Background: an optimization exercise with open tools, aiming at small area, a short achievable clock period and few clock cycles. Do not read the settings as production practice. The RTL was checked by simulation tests, not by an equivalence proof against the original design.

==> design/flow/design.v <==
module zf_b2u (
    input  wire [31:0] x,
    output wire [33:0] y
);
    wire [7:0] ex = x[30:23];
    wire [8:0] eb;
    wire       eb_co;
    zf_rca #(9) u_eb (.a({1'b0, ex}), .b(9'd23), .ci(1'b0), .s(eb), .co(eb_co));
    assign y = (ex == 8'hff) ? {x[31], 9'h1ff, 1'b1, x[22:0]} :
               (ex == 8'h00) ? {x[31], (x[22:0] == 0) ? 9'd0 : 9'd24, 1'b0, x[22:0]} :
                               {x[31], eb, 1'b1, x[22:0]};
endmodule
module zf_n2u (
    input  wire [32:0] x,
    output wire [33:0] y
);
    assign y = {x[32:23], (x[31:23] != 9'd0), x[22:0]};
endmodule
module zf_b2n (
    input  wire [31:0] x,
    output reg  [32:0] y
);
    wire [7:0] ex = x[30:23];
    reg  [22:0] t;
    reg  [4:0]  lz;
    always @* begin
        t = x[22:0];
        lz = 5'd0;
        if (t[22:7] == 0) begin t = t << 16; lz = lz + 5'd16; end
        if (t[22:15] == 0) begin t = t << 8; lz = lz + 5'd8; end
        if (t[22:19] == 0) begin t = t << 4; lz = lz + 5'd4; end
        if (t[22:21] == 0) begin t = t << 2; lz = lz + 5'd2; end
        if (t[22] == 0)    begin t = t << 1; lz = lz + 5'd1; end
        if (ex == 8'hff)
            y = {x[31], 9'h1ff, x[22:0]};
        else if (ex != 8'h00)
            y = {x[31], {1'b0, ex} + 9'd23, x[22:0]};
        else if (x[22:0] == 0)
            y = {x[31], 32'd0};
        else
            y = {x[31], 9'd23 - {4'd0, lz}, t[21:0], 1'b0};
    end
endmodule
module zf_add_front (
    input  wire [33:0] a,
    input  wire [33:0] b,
    output wire        swap,
    output wire [33:0] x,
    output wire        z_sp,      
    output reg  [25:0] t,
    output reg         st
);
    zf_gt #(33) u_cmp (.a(b[32:0]), .b(a[32:0]), .gt(swap));
    assign x = swap ? b : a;
    wire [33:0] z = swap ? a : b;
    assign z_sp = (z[32:24] == 9'h1ff);
    wire [8:0]  d;
    wire        d_co;
    zf_rca #(9) u_d (.a(x[32:24]), .b(~z[32:24]), .ci(1'b1), .s(d), .co(d_co));
    always @* begin
        t  = {z[23:0], 2'b00};
        st = 1'b0;
        if (d[0]) begin st = st | t[0];        t = t >> 1;  end
        if (d[1]) begin st = st | (|t[1:0]);   t = t >> 2;  end
        if (d[2]) begin st = st | (|t[3:0]);   t = t >> 4;  end
        if (d[3]) begin st = st | (|t[7:0]);   t = t >> 8;  end
        if (d[4]) begin st = st | (|t[15:0]);  t = t >> 16; end
        if (|d[8:5]) begin st = st | (|t);     t = 26'd0;   end
    end
endmodule
module zf_add_back (
    input  wire        xs,
    input  wire [32:0] x,         
    input  wire        z_sp,
    input  wire        sub,
    input  wire [25:0] t,
    input  wire        st,
    output reg  [32:0] y
);
    wire [27:0] ma  = {1'b0, x[23:0], 3'b000};
    wire [27:0] mb  = {1'b0, t, st};
    wire [27:0] sum;
    wire        s_co;
    zf_rca #(28) u_sum (.a(ma), .b(mb ^ {28{sub}}), .ci(sub), .s(sum), .co(s_co));
    reg  [27:0] n;
    reg  [4:0]  lz;
    always @* begin
        n  = sum;
        lz = 5'd0;
        if (n[27:12] == 0) begin n = n << 16; lz[4] = 1'b1; end
        if (n[27:20] == 0) begin n = n << 8;  lz[3] = 1'b1; end
        if (n[27:24] == 0) begin n = n << 4;  lz[2] = 1'b1; end
        if (n[27:26] == 0) begin n = n << 2;  lz[1] = 1'b1; end
        if (n[27] == 0)    begin n = n << 1;  lz[0] = 1'b1; end
    end
    wire [9:0]  e0;
    wire        e0_co;
    zf_rca #(10) u_e0 (.a({1'b0, x[32:24]}), .b(~{5'd0, lz}), .ci(1'b1), .s(e0), .co(e0_co));
    wire        inc = n[3] & ((|n[2:0]) | n[4]);
    wire [32:0] pk;
    wire        pk_co;
    wire [23:0] mr;
    wire        mr_co;
    zf_incf #(24, 6) u_mr (.a(n[27:4]), .ci(inc), .s(mr), .co(mr_co));
    zf_rca #(10) u_pke (.a(e0), .b(10'd1), .ci(mr_co), .s(pk[32:23]), .co(pk_co));
    assign pk[22:0] = mr[22:0];
    wire        ovf;
    zf_gt #(10) u_ovf (.a(pk[32:23]), .b(10'd277), .gt(ovf));
    always @* begin
        if (x[32:24] == 9'h1ff)
            y = {xs, 9'h1ff, x[22] | (sub & z_sp), x[21:0]};
        else if (sum == 28'd0)
            y = {xs & ~sub, 32'd0};
        else if (ovf)
            y = {xs, 9'h1ff, 23'd0};
        else
            y = {xs, pk[31:0]};
    end
endmodule
module zf_add (
    input  wire [33:0] a,
    input  wire [33:0] b,
    output wire [32:0] y
);
    wire        swap, z_sp, st;
    wire [33:0] x;
    wire [25:0] t;
    zf_add_front u_f (.a(a), .b(b), .swap(swap), .x(x), .z_sp(z_sp), .t(t), .st(st));
    zf_add_back  u_b (.xs(x[33]), .x(x[32:0]), .z_sp(z_sp), .sub(a[33] ^ b[33]),
                      .t(t), .st(st), .y(y));
endmodule
module zf_addsub (
    input  wire [33:0] a,
    input  wire [33:0] b,
    output wire [32:0] ys,        
    output wire [32:0] yd         
);
    wire        swap, z_sp, st;
    wire [33:0] x;
    wire [25:0] t;
    wire        sub = a[33] ^ b[33];
    zf_add_front u_f (.a(a), .b(b), .swap(swap), .x(x), .z_sp(z_sp), .t(t), .st(st));
    zf_add_back  u_s (.xs(x[33]), .x(x[32:0]), .z_sp(z_sp), .sub(sub),
                      .t(t), .st(st), .y(ys));
    zf_add_back  u_d (.xs(x[33] ^ swap), .x(x[32:0]), .z_sp(z_sp), .sub(~sub),
                      .t(t), .st(st), .y(yd));
endmodule
module zf_mul24 (
    input  wire [23:0] a,
    input  wire [23:0] b,
    output reg  [47:0] p
);
    reg [47:0] s, c, pp, ns, nc;
    reg        cy;
    integer    i, j;
    always @* begin
        s = 48'd0;
        c = 48'd0;
        for (i = 0; i < 24; i = i + 1) begin
            pp = {24'd0, a & {24{b[i]}}} << i;
            ns = s ^ c ^ pp;
            nc = (s & c) | (s & pp) | (c & pp);
            s  = ns;
            c  = {nc[46:0], 1'b0};
        end
        cy = 1'b0;
        for (j = 0; j < 48; j = j + 1) begin
            p[j] = s[j] ^ c[j] ^ cy;
            cy   = (s[j] & c[j]) | (s[j] & cy) | (c[j] & cy);
        end
    end
endmodule
module zf_mul (
    input  wire [32:0] a,
    input  wire [32:0] b,
    output reg  [32:0] y
);
    wire        s    = a[32] ^ b[32];
    wire        a_z  = (a[31:23] == 9'd0);
    wire        b_z  = (b[31:23] == 9'd0);
    wire        a_s  = (a[31:23] == 9'h1ff);
    wire        b_s  = (b[31:23] == 9'h1ff);
    wire        a_n  = a_s & (a[22:0] != 0);
    wire        b_n  = b_s & (b[22:0] != 0);
    wire [47:0] p;
    zf_mul24 u_m (.a({1'b1, a[22:0]}), .b({1'b1, b[22:0]}), .p(p));
    wire        hi = p[47];
    wire [24:0] v  = hi ? p[47:23] : p[46:22];
    wire        sb = hi ? (|p[22:0]) : (|p[21:0]);
    wire [10:0] esum;
    wire        es_co;
    zf_rca #(11) u_es (.a({2'd0, a[31:23]}), .b({2'd0, b[31:23]}), .ci(hi), .s(esum), .co(es_co));
    wire [10:0] en;
    wire        en_co;
    zf_rca #(11) u_en (.a(esum), .b(11'h76a), .ci(1'b0), .s(en), .co(en_co));    
    wire        neg_e   = en[10];
    wire        lt24;
    zf_gt #(10) u_lt24 (.a(10'd24), .b(en[9:0]), .gt(lt24));
    wire        sub_rng = neg_e | lt24;
    wire [4:0]  k25;
    wire        k25_co;
    zf_rca #(5) u_k25 (.a(5'd25), .b(~en[4:0]), .ci(1'b1), .s(k25), .co(k25_co));
    wire [4:0]  kp = sub_rng ? k25 : 5'd1;
    wire [25:0] th = ~(26'h3ffffff << kp);      
    wire [25:0] vk  = {1'b0, v};
    wire [25:0] th1 = {1'b0, th[25:1]};             
    wire [25:0] ohg = th & ~th1;                     
    wire [25:0] ohl = ~th & {th[24:0], 1'b0};        
    wire [25:0] kept = vk & ~th;
    wire        g   = |(vk & ohg);
    wire        st  = sb | (|(vk & th1));
    wire        lsb = |(vk & ohl);
    wire        inc = g & (st | lsb);
    wire [25:0] inj = ohl & {26{inc}};
    reg  [25:0] r;
    reg         c;
    integer     i;
    always @* begin
        c = 1'b0;
        for (i = 0; i < 26; i = i + 1) begin
            c    = c | inj[i];
            r[i] = kept[i] ^ c;
            c    = c & kept[i];
        end
    end
    wire [9:0]  ef;
    wire        ef_co;
    zf_inc #(10) u_ef (.a(en[9:0]), .ci(r[25]), .s(ef), .co(ef_co));
    wire [22:0] ff = r[25] ? 23'd0 : r[23:1];
    wire        ef_ovf;
    zf_gt #(10) u_eovf (.a(ef), .b(10'd277), .gt(ef_ovf));
    always @* begin
        if (a_n || b_n || (a_s && b_z) || (b_s && a_z))
            y = {1'b0, 9'h1ff, 23'h400000};
        else if (a_s || b_s)
            y = {s, 9'h1ff, 23'd0};
        else if (a_z || b_z || neg_e || r == 26'd0)
            y = {s, 32'd0};
        else if (ef_ovf)
            y = {s, 9'h1ff, 23'd0};
        else
            y = {s, ef[8:0], ff};
    end
endmodule
module zf_i2f (
    input  wire [31:0] i,
    output reg  [32:0] y
);
    wire        s = i[31];
    wire [31:0] m;
    wire        m_co;
    zf_inc #(32) u_neg (.a(i ^ {32{s}}), .ci(s), .s(m), .co(m_co));
    reg  [31:0] n;
    reg  [4:0]  lz;
    always @* begin
        n  = m;
        lz = 5'd0;
        if (n[31:16] == 0) begin n = n << 16; lz[4] = 1'b1; end
        if (n[31:24] == 0) begin n = n << 8;  lz[3] = 1'b1; end
        if (n[31:28] == 0) begin n = n << 4;  lz[2] = 1'b1; end
        if (n[31:30] == 0) begin n = n << 2;  lz[1] = 1'b1; end
        if (n[31] == 0)    begin n = n << 1;  lz[0] = 1'b1; end
    end
    wire [8:0]  e0;
    wire        e0_co;
    zf_rca #(9) u_e0 (.a(9'd149), .b({4'd0, ~lz}), .ci(1'b0), .s(e0), .co(e0_co));
    wire        inc = n[7] & ((|n[6:0]) | n[8]);
    wire [31:0] pk;
    wire        pk_co;
    zf_rca #(32) u_pk (.a({e0, 23'd0}), .b({8'd0, n[31:8]}), .ci(inc), .s(pk), .co(pk_co));
    always @* begin
        if (m == 32'd0) y = 33'd0;
        else            y = {s, pk};
    end
endmodule
module zf_f2i (
    input  wire [32:0] x,
    output reg  [31:0] y
);
    wire [8:0]  e = x[31:23];
    wire [4:0]  t;                            
    wire        t_co;
    zf_rca #(5) u_t (.a(e[4:0]), .b(5'd10), .ci(1'b0), .s(t), .co(t_co));
    wire        e_big, e_small;
    zf_gt #(9) u_big (.a(e), .b(9'd180), .gt(e_big));
    zf_gt #(9) u_sml (.a(9'd150), .b(e), .gt(e_small));
    wire [54:0] sh = {31'd0, 1'b1, x[22:0]} << t;
    wire [31:0] mag = sh[54:23];
    wire [31:0] sg;
    wire        sg_co;
    zf_inc #(32) u_neg (.a(mag ^ {32{x[32]}}), .ci(x[32]), .s(sg), .co(sg_co));
    always @* begin
        if (e_big)
            y = 32'h80000000;
        else if (e_small)
            y = 32'd0;
        else
            y = sg;
    end
endmodule
module zf_clamp (
    input  wire [32:0] x,
    input  wire [32:0] m,
    output wire [32:0] y
);
    wire nan = ((x[31:23] == 9'h1ff) && (x[22:0] != 0)) ||
               ((m[31:23] == 9'h1ff) && (m[22:0] != 0));
    wire gtm, ltm;
    zf_gt #(32) u_gt (.a(x[31:0]), .b(m[31:0]), .gt(gtm));
    zf_gt #(32) u_lt (.a(m[31:0]), .b(x[31:0]), .gt(ltm));
    wire bz  = (x[31:23] == 9'd0) && (m[31:23] == 9'd0);
    wire sx  = x[32];
    wire sm  = m[32];
    wire above = !nan && (sx ? (sm & ltm) : (sm ? !bz : gtm));
    wire below = !nan && (sx ? (sm ? !bz : gtm) : (sm & ltm));
    assign y = above ? m : (below ? {~m[32], m[31:0]} : x);
endmodule
module zf_rca #(parameter W = 8) (
    input  wire [W-1:0] a,
    input  wire [W-1:0] b,
    input  wire         ci,
    output wire [W-1:0] s,
    output wire         co
);
    wire [W:0]   c;
    wire [W-1:0] p = a ^ b;
    wire [W-1:0] g = a & b;
    assign c[0] = ci;
    genvar j;
    generate
        if (W <= 12) begin : g_small
            for (j = 0; j < W; j = j + 1) begin : g_b
                assign c[j+1] = (a[j] & b[j]) | (a[j] & c[j]) | (b[j] & c[j]);
            end
        end else begin : g_wide
            reg [W:0] cc;
            integer k;
            always @* begin
                cc[0] = ci;
                for (k = 0; k < W; k = k + 1)
                    cc[k+1] = g[k] | (p[k] & cc[k]);
            end
            assign c[W:1] = cc[W:1];
        end
    endgenerate
    assign s  = p ^ c[W-1:0];
    assign co = c[W];
endmodule
module zf_inc #(parameter W = 8) (
    input  wire [W-1:0] a,
    input  wire         ci,
    output wire [W-1:0] s,
    output wire         co
);
    reg [W:0] c;
    integer k;
    always @* begin
        c[0] = ci;
        for (k = 0; k < W; k = k + 1)
            c[k+1] = a[k] & c[k];
    end
    assign s  = a ^ c[W-1:0];
    assign co = c[W];
endmodule
module zf_gt #(parameter W = 8) (
    input  wire [W-1:0] a,
    input  wire [W-1:0] b,
    output wire         gt
);
    wire [W-1:0] g = a & ~b;
    wire [W-1:0] p = a | ~b;
    reg  [W:0]   c;
    integer k;
    always @* begin
        c[0] = 1'b0;
        for (k = 0; k < W; k = k + 1)
            c[k+1] = g[k] | (p[k] & c[k]);
    end
    assign gt = c[W];
endmodule
module zf_incf #(parameter W = 8, parameter B = 6) (
    input  wire [W-1:0] a,
    input  wire         ci,
    output wire [W-1:0] s,
    output reg          co
);
    reg  [W-1:0] pa;       
    reg  [W-1:0] c;
    reg          bc;       
    integer j;
    always @* begin
        bc = ci;
        for (j = 0; j < W; j = j + 1) begin
            if (j % B == 0) begin
                if (j > 0) bc = bc & pa[j-1] & a[j-1];
                pa[j] = 1'b1;
            end else begin
                pa[j] = pa[j-1] & a[j-1];
            end
            c[j] = bc & pa[j];
        end
        co = bc & pa[W-1] & a[W-1];
    end
    assign s = a ^ c;
endmodule
module zpid_pid_a (
    input  wire [32:0] kp,
    input  wire [32:0] ki,
    input  wire [32:0] kd,
    input  wire [32:0] acc_in,
    input  wire [32:0] last_err,
    input  wire [32:0] e,
    output wire [32:0] acc,
    output wire [32:0] p,
    output wire [32:0] i,
    output wire [32:0] d
);
    wire [32:0] de;
    wire [33:0] e_u, acc_in_u, nlast_u;
    zf_n2u c0 (.x(e), .y(e_u));
    zf_n2u c1 (.x(acc_in), .y(acc_in_u));
    zf_n2u c2 (.x({~last_err[32], last_err[31:0]}), .y(nlast_u));
    zf_add u_acc (.a(acc_in_u), .b(e_u), .y(acc));
    zf_add u_de  (.a(e_u), .b(nlast_u), .y(de));
    zf_mul u_pm  (.a(kp), .b(e), .y(p));
    zf_mul u_im  (.a(ki), .b(acc), .y(i));
    zf_mul u_dm  (.a(kd), .b(de), .y(d));
endmodule
module zpid_pid_b (
    input  wire [32:0] iout_max,
    input  wire [32:0] p,
    input  wire [32:0] i,
    output wire [32:0] pi
);
    wire [32:0] it;
    wire [33:0] p_u, it_u;
    zf_clamp u_ic (.x(i), .m(iout_max), .y(it));
    zf_n2u c0 (.x(p), .y(p_u));
    zf_n2u c1 (.x(it), .y(it_u));
    zf_add u_pi (.a(p_u), .b(it_u), .y(pi));
endmodule
module zpid_pid_c (
    input  wire [32:0] out_max,
    input  wire [32:0] pi,
    input  wire [32:0] d,
    output wire [32:0] out
);
    wire [32:0] u;
    wire [33:0] pi_u, d_u;
    zf_n2u c0 (.x(pi), .y(pi_u));
    zf_n2u c1 (.x(d), .y(d_u));
    zf_add u_u (.a(pi_u), .b(d_u), .y(u));
    zf_clamp u_oc (.x(u), .m(out_max), .y(out));
endmodule
module zpid_sum2 (
    input  wire [32:0] p,
    input  wire [32:0] it,
    output wire [32:0] pi
);
    wire [33:0] p_u, it_u;
    zf_n2u c0 (.x(p), .y(p_u));
    zf_n2u c1 (.x(it), .y(it_u));
    zf_add u_pi (.a(p_u), .b(it_u), .y(pi));
endmodule
module zpid_pid_e (
    input  wire [33:0] tgt_u,
    input  wire [32:0] fb,
    input  wire [32:0] acc_in,
    input  wire [32:0] last_err,
    output wire [32:0] e,
    output wire [32:0] acc,
    output wire [32:0] de
);
    wire [33:0] nfb_u, e_u, acc_u, nerr_u;
    zf_n2u c0 (.x({~fb[32], fb[31:0]}), .y(nfb_u));
    zf_add u_e (.a(tgt_u), .b(nfb_u), .y(e));
    zf_n2u c1 (.x(e), .y(e_u));
    zf_n2u c2 (.x(acc_in), .y(acc_u));
    zf_n2u c3 (.x({~last_err[32], last_err[31:0]}), .y(nerr_u));
    zf_add u_acc (.a(acc_u), .b(e_u), .y(acc));
    zf_add u_de  (.a(e_u), .b(nerr_u), .y(de));
endmodule
module zpid_pid_m (
    input  wire [32:0] kp,
    input  wire [32:0] ki,
    input  wire [32:0] kd,
    input  wire [32:0] iout_max,
    input  wire [32:0] e,
    input  wire [32:0] acc,
    input  wire [32:0] de,
    output wire [32:0] p,
    output wire [32:0] it,
    output wire [32:0] d
);
    wire [32:0] i;
    zf_mul u_pm (.a(kp), .b(e), .y(p));
    zf_mul u_im (.a(ki), .b(acc), .y(i));
    zf_mul u_dm (.a(kd), .b(de), .y(d));
    zf_clamp u_ic (.x(i), .m(iout_max), .y(it));
endmodule
module zpid_ctrl (
    input  wire         clk,
    input  wire         rst,
    input  wire         op_valid,
    input  wire [2:0]   op,
    output wire         op_ready,
    input  wire [127:0] fb_in,      
    input  wire [95:0]  tgt_in,     
    input  wire [319:0] gain_in,    
    output reg          done,
    output reg          cmd_valid,
    output reg  [127:0] cmd_out,    
    output reg  [95:0]  vel_out     
);
    localparam [2:0] OP_INIT  = 3'b001;
    localparam [2:0] OP_GAINS = 3'b010;
    localparam [2:0] OP_TICK  = 3'b011;
    localparam [33:0] U_ONE  = {1'b0, 9'd150, 1'b1, 23'd0};
    localparam [33:0] U_500  = {1'b0, 9'd158, 1'b1, 23'h7a0000};
    localparam [33:0] U_2000 = {1'b0, 9'd160, 1'b1, 23'h7a0000};
    genvar gk;
    integer k;
    reg        initialized;
    reg        pend;             
    reg [31:0] gp [0:9];         
    reg [33:0] ga [0:9];         
    reg [9:0]  v;                
    reg [1:0]  q [1:9];          
    reg [9:0]  ini;              
    wire [9:0] g_sub, gp_sub;
    generate
        for (gk = 0; gk < 10; gk = gk + 1) begin : g_flags
            assign g_sub[gk]  = !ga[gk][23] && (ga[gk][22:0] != 23'd0);
            assign gp_sub[gk] = (gp[gk][30:23] == 8'd0) && (gp[gk][22:0] != 23'd0);
        end
    endgenerate
    wire busy  = |g_sub;
    wire clear = !(|v[7:1]);      
    wire xfer  = pend && clear;
    wire s1n = v[1] & (q[1] != 2'd3);
    wire s6s = v[5] & (q[5] == 2'd2);
    wire s6n = v[6] & (q[6] != 2'd3);
    assign op_ready = !busy && !s1n && (!pend || (clear && !(|gp_sub)));
    wire acc_op = op_valid && op_ready;
    wire a_tick = acc_op && (op == OP_TICK);
    wire a_gain = acc_op && (op == OP_GAINS);
    wire a_init = acc_op && (op == OP_INIT);
    wire [33:0] gp_u [0:9];
    wire [33:0] g_shl [0:9];     
    generate
        for (gk = 0; gk < 10; gk = gk + 1) begin : g_conv
            zf_b2u u_c (.x(gp[gk]), .y(gp_u[gk]));
            wire [8:0] dn;
            wire       dco;
            zf_inc #(9) u_d (.a(~ga[gk][32:24]), .ci(1'b1), .s(dn), .co(dco));
            assign g_shl[gk] = {ga[gk][33], ~dn, ga[gk][22:0], 1'b0};
        end
    endgenerate
    always @(posedge clk) begin
        if (rst) begin
            initialized <= 1'b0;
            pend        <= 1'b0;
            v           <= 10'd0;
            ga[0] <= U_ONE; ga[1] <= U_ONE; ga[2] <= U_ONE; ga[3] <= U_500; ga[4] <= U_2000;
            ga[5] <= U_ONE; ga[6] <= U_ONE; ga[7] <= U_ONE; ga[8] <= U_500; ga[9] <= U_2000;
        end else begin
            if (a_init) initialized <= 1'b1;
            pend <= a_gain | (pend & ~xfer);
            v    <= {v[8:6], s6s | s6n, v[4:1], a_tick | s1n, 1'b0};
            for (k = 0; k < 10; k = k + 1) begin
                if (xfer)
                    ga[k] <= gp_u[k];
                else if (g_sub[k])
                    ga[k] <= g_shl[k];
            end
        end
    end
    always @(posedge clk) begin
        q[1] <= s1n ? q[1] + 2'd1 : 2'd0;
        q[2] <= q[1]; q[3] <= q[2]; q[4] <= q[3]; q[5] <= q[4];
        q[6] <= s6n ? q[6] + 2'd1 : 2'd0;
        q[7] <= q[6]; q[8] <= q[7]; q[9] <= q[8];
        ini <= {ini[8:6], s6n ? ini[6] : ini[5], ini[4:1], s1n ? ini[1] : initialized, 1'b0};
        if (!pend || xfer)
            for (k = 0; k < 10; k = k + 1)
                gp[k] <= gain_in[32*k +: 32];
    end
    wire [32:0] g_n [0:9];
    generate
        for (gk = 0; gk < 10; gk = gk + 1) begin : g_n_fmt
            assign g_n[gk] = {ga[gk][33:24], ga[gk][22:0]};
        end
    endgenerate
    reg [127:0] fb1;
    reg [95:0]  tgt1;
    always @(posedge clk) begin
        if (op_ready) begin
            fb1  <= fb_in;
            tgt1 <= tgt_in;
        end
    end
    wire [33:0] m0 = {{2{fb1[31]}},  fb1[31:0]};
    wire [33:0] m1 = {{2{fb1[63]}},  fb1[63:32]};
    wire [33:0] m2 = {{2{fb1[95]}},  fb1[95:64]};
    wire [33:0] m3 = {{2{fb1[127]}}, fb1[127:96]};
    wire [33:0] s01, s23, d10, d23, sx, sy, sz;
    wire [6:0]  vco;
    zf_rca #(34) u_s01 (.a(m0),  .b(m1),   .ci(1'b0), .s(s01), .co(vco[0]));
    zf_rca #(34) u_s23 (.a(m2),  .b(m3),   .ci(1'b0), .s(s23), .co(vco[1]));
    zf_rca #(34) u_d10 (.a(m1),  .b(~m0),  .ci(1'b1), .s(d10), .co(vco[2]));
    zf_rca #(34) u_d23 (.a(m2),  .b(~m3),  .ci(1'b1), .s(d23), .co(vco[3]));
    zf_rca #(34) u_sx  (.a(s01), .b(s23),  .ci(1'b0), .s(sx),  .co(vco[4]));
    zf_rca #(34) u_sy  (.a(d10), .b(d23),  .ci(1'b0), .s(sy),  .co(vco[5]));
    zf_rca #(34) u_sz  (.a(d10), .b(~d23), .ci(1'b1), .s(sz),  .co(vco[6]));
    wire [95:0] vel1;
    wire [2:0]  qco;
    zf_inc #(32) u_qx (.a(sx[33:2]), .ci(sx[33] & (|sx[1:0])), .s(vel1[31:0]),  .co(qco[0]));
    zf_inc #(32) u_qy (.a(sy[33:2]), .ci(sy[33] & (|sy[1:0])), .s(vel1[63:32]), .co(qco[1]));
    zf_inc #(32) u_qz (.a(sz[33:2]), .ci(sz[33] & (|sz[1:0])), .s(vel1[95:64]), .co(qco[2]));
    wire [1:0]  q1 = q[1];
    wire [31:0] vq1 = (q1 == 2'd0) ? vel1[31:0] : (q1 == 2'd1) ? vel1[63:32] : vel1[95:64];
    wire [31:0] tq1 = (q1 == 2'd0) ? tgt1[31:0] : (q1 == 2'd1) ? tgt1[63:32] : tgt1[95:64];
    wire [31:0] fq1 = (q1 == 2'd0) ? fb1[63:32] : (q1 == 2'd1) ? fb1[95:64] :
                      (q1 == 2'd2) ? fb1[127:96] : fb1[31:0];
    wire [32:0] vf1;
    zf_i2f u_i2f1 (.i(vq1), .y(vf1));
    reg [32:0] vf2;
    reg [31:0] tg2;
    reg [63:0] sd2;
    always @(posedge clk) begin
        vf2 <= vf1;
        tg2 <= tq1;
        sd2 <= {fq1, vq1};
    end
    reg  [32:0] acc_st [0:6];
    reg  [32:0] err_st [0:6];
    wire [1:0]  q2 = q[2];
    wire [32:0] acc_in2 = (q2 == 2'd0) ? acc_st[0] : (q2 == 2'd1) ? acc_st[1] : acc_st[2];
    wire [32:0] err_in2 = (q2 == 2'd0) ? err_st[0] : (q2 == 2'd1) ? err_st[1] : err_st[2];
    wire [33:0] t2_u;
    zf_b2u u_t2 (.x(tg2), .y(t2_u));
    wire [32:0] e_o2, acc_o2, de_o2;
    zpid_pid_e u_e2 (.tgt_u(t2_u), .fb(vf2), .acc_in(acc_in2), .last_err(err_in2),
                     .e(e_o2), .acc(acc_o2), .de(de_o2));
    reg [32:0] e_o3, acc_o3, de_o3;
    reg [63:0] sd3;
    always @(posedge clk) begin
        e_o3   <= e_o2;
        acc_o3 <= acc_o2;
        de_o3  <= de_o2;
        sd3    <= sd2;
    end
    wire [32:0] p_o3, it_o3, d_o3;
    zpid_pid_m u_m3 (.kp(g_n[0]), .ki(g_n[1]), .kd(g_n[2]), .iout_max(g_n[3]),
                     .e(e_o3), .acc(acc_o3), .de(de_o3), .p(p_o3), .it(it_o3), .d(d_o3));
    reg [32:0] p_o4, it_o4, d_o4;
    reg [63:0] sd4;
    always @(posedge clk) begin
        p_o4  <= p_o3;
        it_o4 <= it_o3;
        d_o4  <= d_o3;
        sd4   <= sd3;
    end
    wire [32:0] pi4, tv4;
    zpid_sum2  u_s4 (.p(p_o4), .it(it_o4), .pi(pi4));
    zpid_pid_c u_c4 (.out_max(g_n[4]), .pi(pi4), .d(d_o4), .out(tv4));
    reg [32:0] tv5;
    reg [63:0] sd5;
    always @(posedge clk) begin
        tv5 <= tv4;
        sd5 <= sd4;
    end
    wire [1:0]  q5 = q[5];
    reg  [32:0] tv0h, tv2h, sbh, ms_sa;
    reg  [32:0] tm1h, tm2h, tm3h, tm0h;
    wire [33:0] xa_u, xb_u;
    wire [32:0] ms, md;
    zf_n2u c_xa (.x((q5 == 2'd1) ? tv0h : (q5 == 2'd2) ? ms_sa : sbh), .y(xa_u));
    zf_n2u c_xb (.x((q5 == 2'd3) ? tv2h : tv5), .y(xb_u));
    zf_addsub u_mx (.a(xa_u), .b(xb_u), .ys(ms), .yd(md));
    always @(posedge clk) begin
        if (q5 == 2'd0) tv0h <= tv5;
        if (q5 == 2'd1) begin ms_sa <= ms; sbh <= md; end
        if (q5 == 2'd2) begin tv2h <= tv5; tm1h <= ms; tm2h <= md; end
        if (q5 == 2'd3) begin tm3h <= ms; tm0h <= md; end
    end
    wire [32:0] fbf5;
    zf_i2f u_i2f5 (.i(sd5[63:32]), .y(fbf5));
    reg [64:0] sd5d, sd5e, sd6;
    always @(posedge clk) begin
        sd5d <= {fbf5, sd5[31:0]};
        sd5e <= sd5d;
        sd6  <= sd5e;
    end
    wire [1:0]  q6 = q[6];
    wire [32:0] tm6 = (q6 == 2'd0) ? tm1h : (q6 == 2'd1) ? tm2h : (q6 == 2'd2) ? tm3h : tm0h;
    wire [32:0] acc_in6 = (q6 == 2'd0) ? acc_st[4] : (q6 == 2'd1) ? acc_st[5] : (q6 == 2'd2) ? acc_st[6] : acc_st[3];
    wire [32:0] err_in6 = (q6 == 2'd0) ? err_st[4] : (q6 == 2'd1) ? err_st[5] : (q6 == 2'd2) ? err_st[6] : err_st[3];
    wire [33:0] tm6_u;
    zf_n2u c_tm (.x(tm6), .y(tm6_u));
    wire [32:0] e_i6, acc_i6, de_i6;
    zpid_pid_e u_e6 (.tgt_u(tm6_u), .fb(sd6[64:32]), .acc_in(acc_in6), .last_err(err_in6),
                     .e(e_i6), .acc(acc_i6), .de(de_i6));
    always @(posedge clk) begin
        if (rst) begin
            for (k = 0; k < 7; k = k + 1) begin
                acc_st[k] <= 33'd0;
                err_st[k] <= 33'd0;
            end
        end else begin
            if (v[2] && ini[2] && q2 != 2'd3)
                for (k = 0; k < 3; k = k + 1)
                    if (q2 == k) begin
                        acc_st[k] <= acc_o2;
                        err_st[k] <= e_o2;
                    end
            if (v[6] && ini[6])
                for (k = 0; k < 4; k = k + 1)
                    if (q6 == k) begin
                        acc_st[3 + ((k + 1) % 4)] <= acc_i6;
                        err_st[3 + ((k + 1) % 4)] <= e_i6;
                    end
        end
    end
    reg [32:0] e_i7, acc_i7, de_i7;
    reg [31:0] vl7;
    always @(posedge clk) begin
        e_i7   <= e_i6;
        acc_i7 <= acc_i6;
        de_i7  <= de_i6;
        vl7    <= sd6[31:0];
    end
    wire [32:0] p_i7, it_i7, d_i7;
    zpid_pid_m u_m7 (.kp(g_n[5]), .ki(g_n[6]), .kd(g_n[7]), .iout_max(g_n[8]),
                     .e(e_i7), .acc(acc_i7), .de(de_i7), .p(p_i7), .it(it_i7), .d(d_i7));
    reg [32:0] p_i8, it_i8, d_i8;
    reg [31:0] vl8;
    always @(posedge clk) begin
        p_i8  <= p_i7;
        it_i8 <= it_i7;
        d_i8  <= d_i7;
        vl8   <= vl7;
    end
    wire [32:0] pi8, o8;
    zpid_sum2  u_s8 (.p(p_i8), .it(it_i8), .pi(pi8));
    zpid_pid_c u_c8 (.out_max(g_n[9]), .pi(pi8), .d(d_i8), .out(o8));
    reg [32:0] o9;
    reg [31:0] vl9;
    always @(posedge clk) begin
        o9  <= o8;
        vl9 <= vl8;
    end
    wire [31:0] cmd9;
    zf_f2i u_f2i (.x(o9), .y(cmd9));
    wire [1:0] q9 = q[9];
    always @(posedge clk) begin
        if (rst) begin
            done      <= 1'b0;
            cmd_valid <= 1'b0;
            cmd_out   <= 128'd0;
        end else begin
            done      <= v[9] & (q9 == 2'd3);
            cmd_valid <= ini[9];
            if (v[9])
                for (k = 0; k < 4; k = k + 1)
                    if (q9 == k)
                        cmd_out[32 * ((k + 1) % 4) +: 32] <= ini[9] ? cmd9 : 32'd0;
        end
        if (v[9])
            for (k = 0; k < 3; k = k + 1)
                if (q9 == k)
                    vel_out[32 * k +: 32] <= vl9;
    end
endmodule
==> design/flow/run.sh <==
#!/bin/bash
# synth_recipe.tcl (not shown) runs the flow's synth.tcl, then flattens the netlist and writes it again
# the make line also repeats each setting of config.mk as NAME=value (left out here)
make -C /OpenROAD-flow-scripts/flow DESIGN_CONFIG=/design/flow/config.mk WORK_HOME=/design/flow/orfs CLKGATE_MAP_FILE= SYNTH_SCRIPT=/design/flow/synth_recipe.tcl finish
==> design/flow/config.mk <==
export PLATFORM = sky130hd
export DESIGN_NAME = zpid_ctrl
export DESIGN_NICKNAME = zpid_ctrl
export VERILOG_FILES = /design/flow/design.v
export SDC_FILE = /design/flow/constraint.sdc
export NUM_CORES = 8
export LEC_CHECK = 0
export ABC_AREA = 1
export ABC_CLOCK_PERIOD_IN_PS = 50000
export CAP_MARGIN = 20
export CORE_MARGIN = 2
export CORE_UTILIZATION = 55
export PLACE_DENSITY = 0.65
export SLEW_MARGIN = 20
==> design/flow/constraint.sdc <==
create_clock -name core_clock -period 300.0 [get_ports {clk}]
set_input_delay 60.0000 -clock core_clock [delete_from_list [all_inputs] [get_ports {clk}]]
set_output_delay 60.0000 -clock core_clock [all_outputs]
set_load 0.01 [all_outputs]
==> flow_metrics.env <==
export IMPL_clock_sinks=2944
export IMPL_yosys_most_used_dff="dfxtp_1"
export IMPL_grt_first_pass_wirelength_um=1510000
export IMPL_yosysMostFrequentCell="nand2_1"
export IMPL_antenna_found_initial=50
export IMPL_die_area_mm2=0.551
export IMPL_endpoint="op_ready"
export IMPL_outcome="finished clean"
export IMPL_cts_hold_buffers=0
export IMPL_setup_viol=0
export IMPL_crit_required_ns=240.00
export IMPL_die_w_um=742
export IMPL_utilization_pct=59.5
export IMPL_area_growth_pct=8.05
export IMPL_grt_usage_pct=35.5
export IMPL_nets=44600
export IMPL_start_util_pct=55.1
export IMPL_rrSetupSlack_ns=238.03
export IMPL_yosys_top_cells_count="nand2_1 (10,500), inv_1 (6,721), o21ai_0 (3,971)"
export IMPL_cts_tree="yes"
export IMPL_ant_nets=0
export IMPL_syn_area_mm2=0.300
export IMPL_ys_seq_elements=2944
export IMPL_arrival_ns=5.65
export IMPL_drt_iter0_markers=23300
export IMPL_synth_edf_count=906
export IMPL_netlist_instances=39600
export IMPL_hold_viol=0
export IMPL_firstDrtPassIters=7
export IMPL_io_pins=777
export IMPL_r2r_start="q[6][0]"
export IMPL_port_buffers=776
export IMPL_yosysTopAreaCell="fa_1"
export IMPL_fin_area_mm2=0.324
export IMPL_cts_resized_gates=0
export IMPL_startpoint="ga[6][6]"
export IMPL_ys_seq_area_share_pct=22.7
export IMPL_drive_gt1_share_pct=4.05
export IMPL_critPathLaunchType="flip-flop"
export IMPL_drc=0
export IMPL_place_congestion=1.01
export IMPL_r2r_cells=301
export IMPL_rr_endpoint="de_i7[3]"
export IMPL_root_buffer="clkbuf_16"
export IMPL_fin_crit_ns=65.65
export IMPL_fmax_mhz=15.2
export IMPL_vias=261000
export IMPL_critPathCaptureType="output pin"
export IMPL_syn_nets=45200
export IMPL_grt_max_degree=155
export IMPL_drv_cap=0
export IMPL_hold_path_class="flip-flop to flip-flop"
export IMPL_drt_wirelength_per_cell_um=21.2
export IMPL_async_reset_ff_share_pct=0
export IMPL_routed_via_density=5.60
export IMPL_fin_tns_setup_ns=0
export IMPL_core_region_area_mm2=0.544
export IMPL_postSynthAreaPerCell_um2=7.57
export IMPL_relSlewSlack_pct=16.6
export IMPL_die_h_um=742
export IMPL_cp_max_fo=24
export IMPL_wl_um=990000
export IMPL_ys_types=98
export IMPL_worstSetupPathType="flip-flop to output pin"
export IMPL_clock_latency_ns=1.03
export IMPL_skew_ns=0.0810
export IMPL_cts_buffer_depth=4
export IMPL_grt_pass1_vias=256000
export IMPL_rows=271
export IMPL_dp_hpwl_um=786000
export IMPL_yosys_warnings=28
export IMPL_stdcell_count=46600
export IMPL_worst_pin_slew_ns=1.24
export IMPL_drv_slew=0
export IMPL_dp_cells=45900
export IMPL_cts_buffers=338
export IMPL_rsz0062_at_grt="no"
export IMPL_htreeDepth=5
export IMPL_post_route_period_util_pct=21.9
export IMPL_post_cts_buffers=0
export IMPL_placed_cell_area_mm2=0.312
export IMPL_ys_top_cells_by_area="fa_1 (25%), dfxtp_1 (14%), nand2_1 (13%)"
export IMPL_grt_ovfl_total=0
export IMPL_path_clk_slew_ns=0.06
export IMPL_yosys_area_top_type_share_pct=25.2
## logic make-up after synthesis
kind of cell             synth area share [%]
buffers and inverters                    11.5
adder cells (fa/ha/maj)                  30.9
AO/OA/AOI/OAI                            12.8
AND/OR/NAND/NOR                          20.7
multiplexers                            0.274
flip-flops                               22.7
XOR/XNOR                                 1.19
## placed cells by master (no fill, tap or decap), types with 51 or more instances in the layout
cell	netlist	routed
fa_1	3778	3778
nand3_1	911	911
a21oi_1	1157	1152
o21bai_1	188	188
dfxtp_1	2038	2020
nand2_1	10500	10500
diode_2	0	112
clkbuf_1	1871	51
o22ai_1	130	130
a211oi_1	353	353
xnor2_1	120	117
o21a_1	53	53
xor2_1	281	281
inv_2	65	73
o211ai_1	302	302
buf_4	19	466
clkdlybuf4s50_1	0	775
edfxtp_1	906	906
nor2_1	2154	2147
o21ai_0	3971	3961
a31oi_1	79	79
nand4_1	531	531
o21ai_1	101	110
o31ai_1	115	113
mux2i_1	77	77
clkinv_1	52	68
ha_1	1344	1338
nor4_1	336	332
clkbuf_16	0	348
nor3_1	277	272
clkinv_2	2	58
a22oi_1	61	61
inv_1	6721	6710
or2_2	226	226
## flip-flops by register name (all words and copies together), names as in the netlist, 64 cells and up
| register | cells |
|---|---|
| ga | 340 |
| gp | 320 |
| acc_st | 231 |
| err_st | 231 |
| cmd_out | 128 |
| fb1 | 128 |
| tgt1 | 96 |
| vel_out | 96 |
| sd2 | 64 |
| sd3 | 64 |
| sd4 | 64 |
| sd5 | 64 |
| sd5d | 64 |
| sd5e | 64 |
| sd6 | 64 |
## metrics by stage
step / setup WS (ns) / hold slack, ns
detailed placement: 235.41 / 0.312
finish: 234.35 / 0.295
CTS: 234.30 / 0.297
global placement: 235.51 / 0.310
global route: 232.21 / 0.298
floorplan: 215.25 / 0.310
## per-layer routing
metal	share of wire, %	routed length [um]	vias to the layer above	global-route usage (%)
li1	-	-	123000	-
met1	40	395000	126000	44.7
met2	47	465000	9380	59.1
met3	6.3	62100	2358	4.26
met4	6.9	68300	28	20.5
met5	0.020	195	-	0
## area by class of cell
type | count | area [um2]
Multi-Input combinational cell | 27600 | 197000
Timing Repair Buffer | 1251 | 11500
Tap cell | 7234 | 9050
Clock inverter | 193 | 2230
Fill cell | 50700 | 220000
Clock buffer | 438 | 9440
Sequential cell | 2944 | 68000
Antenna cell | 112 | 280
Inverter | 6841 | 25700
## critical path, stage by stage (launching register included)
cell and delay [ns]:
dfxtp_1 0.58, inv_1 0.30, nand4_1 0.12, nor4_1 0.57, nand4_1 0.31, nand2_1 0.79, nand4_1 0.27, nor4b_4 0.30
buf_4 0.32, clkdlybuf4s50_1 1.05
## how the worst min path moves through the flow
stage	slack (ns)	cells past startpoint	start	to
finish	0.30	0	sd4[44]	sd5[44]
global route	0.30	0	vl8[4]	vl9[4]
CTS	0.30	0	q[3][0]	q[4][0]
detailed placement	0.31	0	ini[3]	ini[4]
global placement	0.31	0	sd5d[47]	sd5e[47]
floorplan	0.31	0	ini[3]	ini[4]
Testbench counts, summed over its fixed seeds: cycles 7,864.

## separate check: timing with driven ports
No port has a modelled driver above. Below, the same layout with a new extraction and two added sets of constraints. Step 1: set_driving_cell puts a clkbuf_16 on clk and a buf_2 on each other input, an assumption about the parent block. Step 2 times the ports against the registers' clock, not the clock port: input delays grow and output delays shrink by t, the midpoint of the rising clock arrivals with the driver on. Three values: no drivers, after step 1, after step 2; two values: the first two.
shift t [ns]: 1.127
setup slack, ns: 234.349 / 234.212 / 235.339
worst slew at a driven data input, ns: 0.21
pins driven straight from the clock port: 1
After both steps this run still meets setup and hold. For this run, drivers alone change the setup slack by -0.137 ns; drivers and shift together by +0.990 ns.
